What follows belongs to an exercise in optimizing a design on an open flow for small area and a short achievable clock period; a production flow would make more cautious choices. In this exercise RTL edits were held to simulation tests only and were not proved equivalent to the original.

run Z:
Design circus_core, start of the top module:
module circus_core (
    input  wire        clk,
    input  wire        rst,           
    input  wire        tick,          
    input  wire        rx_valid,      
    input  wire [7:0]  rx_data,
    input  wire [1:0]  rx_err,
    input  wire        tx_ready,      
    input  wire        h_valid,       
    input  wire [39:0] h_cmd,
    output reg         tx_valid,      
    output reg  [7:0]  tx_data,
    output reg         act_valid,     
    output wire [7:0]  act_addr,
    output reg         alarm_valid,   
    output reg  [2:0]  alarm_id,
    output reg         milli_strobe,  
    output reg         h_rvalid,      
    output reg         h_ok,
    output reg  [15:0] h_rdata
);
    reg [127:0] rf;         
    reg [63:0]  atn;        
    reg [3:0]   stf;
    reg [15:0]  tic;
    reg [15:0]  milli;
    reg [7:0]   micro;
    reg [2:0]   dow;
    reg [2:0]   dead;       
    reg [31:0]  frame;      
    reg [2:0]   rxidx;      
    reg [2:0]   txidx;      
    reg [1:0]   rxerr;
    reg         tx_en;
    function [15:0] rd8(input [127:0] v, input [2:0] a);
        integer n;
        begin
            rd8 = 16'd0;
            for (n = 0; n < 8; n = n + 1)
                rd8 = rd8 | (v[16*n +: 16] & {16{a == n[2:0]}});
        end
    endfunction
    assign act_addr = frame[23:16];
    wire        cm        = tick & (&micro);           
    wire        ct        = cm & (&milli[9:0]);        
    wire        mid       = ct & (&tic);               
    wire [7:0]  micro_a   = micro + {7'd0, tick};
    wire [15:0] milli_inc = milli + 16'd1;
    reg  [15:0] tpre;    
    integer     pw_, pk_;
    always @* begin
        tpre = {tic[14:0], 1'b1};
        for (pw_ = 1; pw_ < 16; pw_ = pw_ * 2)
            for (pk_ = 15; pk_ >= 0; pk_ = pk_ - 1)
                if (pk_ >= pw_)
                    tpre[pk_] = tpre[pk_] & tpre[pk_ - pw_];
    end
  ...
Size: roughly 330 flip-flops, roughly 97 I/O pins, ~0.018 mm^2 of cells after synthesis.
Settings: LEC_CHECK=0, CAP_MARGIN=20, CORE_MARGIN=2, CORE_UTILIZATION=40, CTS_BUF_LIST=sky130_fd_sc_hd__clkbuf_16, CTS_CLUSTER_DIAMETER=80, CTS_CLUSTER_SIZE=20, SLEW_MARGIN=20; clock period 11.0 ns.
standard.sh (not shown) runs the stock make flow with config.mk's settings and CLKGATE_MAP_FILE= SYNTH_SCRIPT=/design/flow/synth_recipe.tcl, a recipe that flattens the netlist after the stock synthesis.
==> flow/flow/run.sh <==
#!/bin/bash
# The standard layout (standard.sh: standard synthesis, floorplan,
# placement, CTS, routing) with these flow settings changed:
#  - timing repair up to CTS is asked to leave 7 ns of setup slack at the
#    11 ns clock, so that it sizes and buffers the design for a shorter
#    achieved period; the repair after global routing asks for 6.8 ns;
#  - the buffers ABC put into the synthesized netlist are removed at
#    floorplan (repair_design/repair_timing then buffer where needed);
#  - every input and output port still gets its own buffer, but buf_1 is
#    used for it (repair upsizes it where timing needs).
# CTS buffer list and clustering come from config.mk (the standard flow's config.mk).
# Each make run's output goes to its own log here; each ORFS step keeps its
# own log under orfs/logs/.
set -euo pipefail
export REMOVE_ABC_BUFFERS=1
export BUFFER_PORTS_ARGS="-buffer_cell sky130_fd_sc_hd__buf_1"
SETUP_SLACK_MARGIN=7 bash standard.sh cts > standard_to_cts.log 2>&1
SETUP_SLACK_MARGIN=6.8 bash standard.sh > standard_finish.log 2>&1
Setup changes, run Z to run D
--- a/flow/design.v
+++ b/flow/design.v
@@ -133,29 +133,35 @@
     wire        err    = (rxerr != 2'd0);
     wire [3:0]  nib    = frame[19:16];
     wire [3:0]  tgt    = frame[23:20];
     wire        wbit   = frame[19];
     wire [2:0]  idx    = frame[18:16];
     wire        valid  = ~err & crc_ok;
     wire        own    = (tgt == 4'd3);
     wire        hit    = valid & (own | (tgt == 4'd0));
-    wire [15:0] old    = rd8(rf, idx);
+    reg  [7:0]  i1h;
+    integer     jj;
+    always @* begin
+        for (jj = 0; jj < 8; jj = jj + 1)
+            i1h[jj] = (idx == jj[2:0]);
+    end
     wire [7:0]  e2 = {4'd3, 4'd3 ^ nib};
     wire [7:0]  c2 = {4'd3, 4'd2 ^ nib};
     wire [7:0]  v2 = {4'd3, 4'd1 ^ nib};
-    reg  [23:0] s;
+    wire        s_e = err;
+    wire        s_c = ~err & ~crc_ok;
+    wire        s_o = ~err & crc_ok;
+    reg  [15:0] s10;
     always @* begin
-        if (err)
-            s = {e2, 8'd0, 6'd0, rxerr};
-        else if (!crc_ok)
-            s = {c2, frame[31:24], crc_in};
-        else
-            s = {4'd3, nib, old};
+        s10 = ({16{s_c}} & {frame[31:24], crc_in}) | ({16{s_e}} & {14'd0, rxerr});
+        for (jj = 0; jj < 8; jj = jj + 1)
+            s10 = s10 | (rf[16*jj +: 16] & {16{s_o & i1h[jj]}});
     end
+    wire [23:0] s = {4'd3, nib ^ {2'b00, ~s_o, s_e}, s10};
     wire [7:0]  crc_s;
     circus_crc3 u_crc_s (.b0(s[7:0]), .b1(s[15:8]), .b2(s[23:16]), .crc(crc_s));
     wire [31:0] f_ok = {crc_s, s};
     wire [7:0]  crc_v;
     circus_crc3 u_crc_v (.b0(8'd5), .b1({5'd0, txidx_a}), .b2(v2), .crc(crc_v));
     wire [31:0] f_ovr = {crc_v, v2, 5'd0, txidx_a, 8'd5};
     wire        p_chg   = p_ok & ~(valid & ~own);
     reg  [31:0] frame_n;
@@ -224,22 +230,21 @@
     wire [3:0]  stf_n    = (adv ? stfT : stf) & ~(oh & {4{sched_en}});
     wire [3:0]  op   = h_cmd[39:36];
     wire [3:0]  ha   = h_cmd[35:32];
     wire [15:0] w1   = h_cmd[31:16];
     wire [15:0] w0   = h_cmd[15:0];
     wire [2:0]  r    = ha[2:0];
     wire [3:0]  a1h  = {ha == 4'd4, ha == 4'd3, ha == 4'd2, ha == 4'd1};
     wire        aok  = |a1h;
-    reg  [7:0]  r1h, i1h;
+    reg  [7:0]  r1h;
     integer     j;
     always @* begin
         for (j = 0; j < 8; j = j + 1) begin
             r1h[j] = (r == j[2:0]);
-            i1h[j] = (idx == j[2:0]);
         end
     end
     reg  [15:0] at_rd;
     always @* begin
         at_rd = 16'd0;
         for (j = 0; j < 4; j = j + 1)
             at_rd = at_rd | (~atn[16*j +: 16] & {16{a1h[j]}});
     end
Findings:
- Between run Z and run D, the flow reports worst supply voltage drop on vdd increasing by more than 10%.
- Area added between synthesis and finish in run D vs run Z: up 0.41 points
- Delta (run D minus run Z): proportion of cell area occupied by registers now sits at about the same level; initial antenna violation count has increased.
- No stage failed in run D, and the final checks on the layout all came back clean.
- On worst setup margin, run Z loses to run D.
- Any difference in number of instances in the synthesized netlist between run Z and run D is small enough to ignore.
- For final cell count without fillers, run D and run Z come out practically identical.
- Per the comparison of run D with run Z, worst hold slack shows an increase of 0.0039 ns, synthesized area went down 130 um^2, residual DRC count roughly the same.

-- separate check: timing with driven ports --
How much do the figures lean on ideal ports? The routed layouts below were timed once more, with nothing changed but the port constraints.
Step 1: set_driving_cell puts a clkbuf_16 on clk and a buf_2 on each other input, an assumption about the parent block.
Step 2 times the ports against the registers' clock, not the clock port: input delays grow and output delays shrink by t, the midpoint of the rising clock arrivals with the driver on.
Three values: ideal ports, drivers, drivers and shift; two values: the first two.
| run | t, ns | setup slack, ns | worst setup path after step 2 | clock arrival spread, ns |
|---|---|---|---|---|
| run Z | 0.619 | 6.707 / 6.743 / 6.123 | input to register | 0.021 / 0.021 |
| run D | 0.610 | 6.907 / 6.907 / 6.304 | input to register | 0.033 / 0.032 |
After both steps every run listed still meets setup and hold. For run D, which loses most, drivers alone change the setup slack by 0.000 ns; drivers and shift together by -0.603 ns.
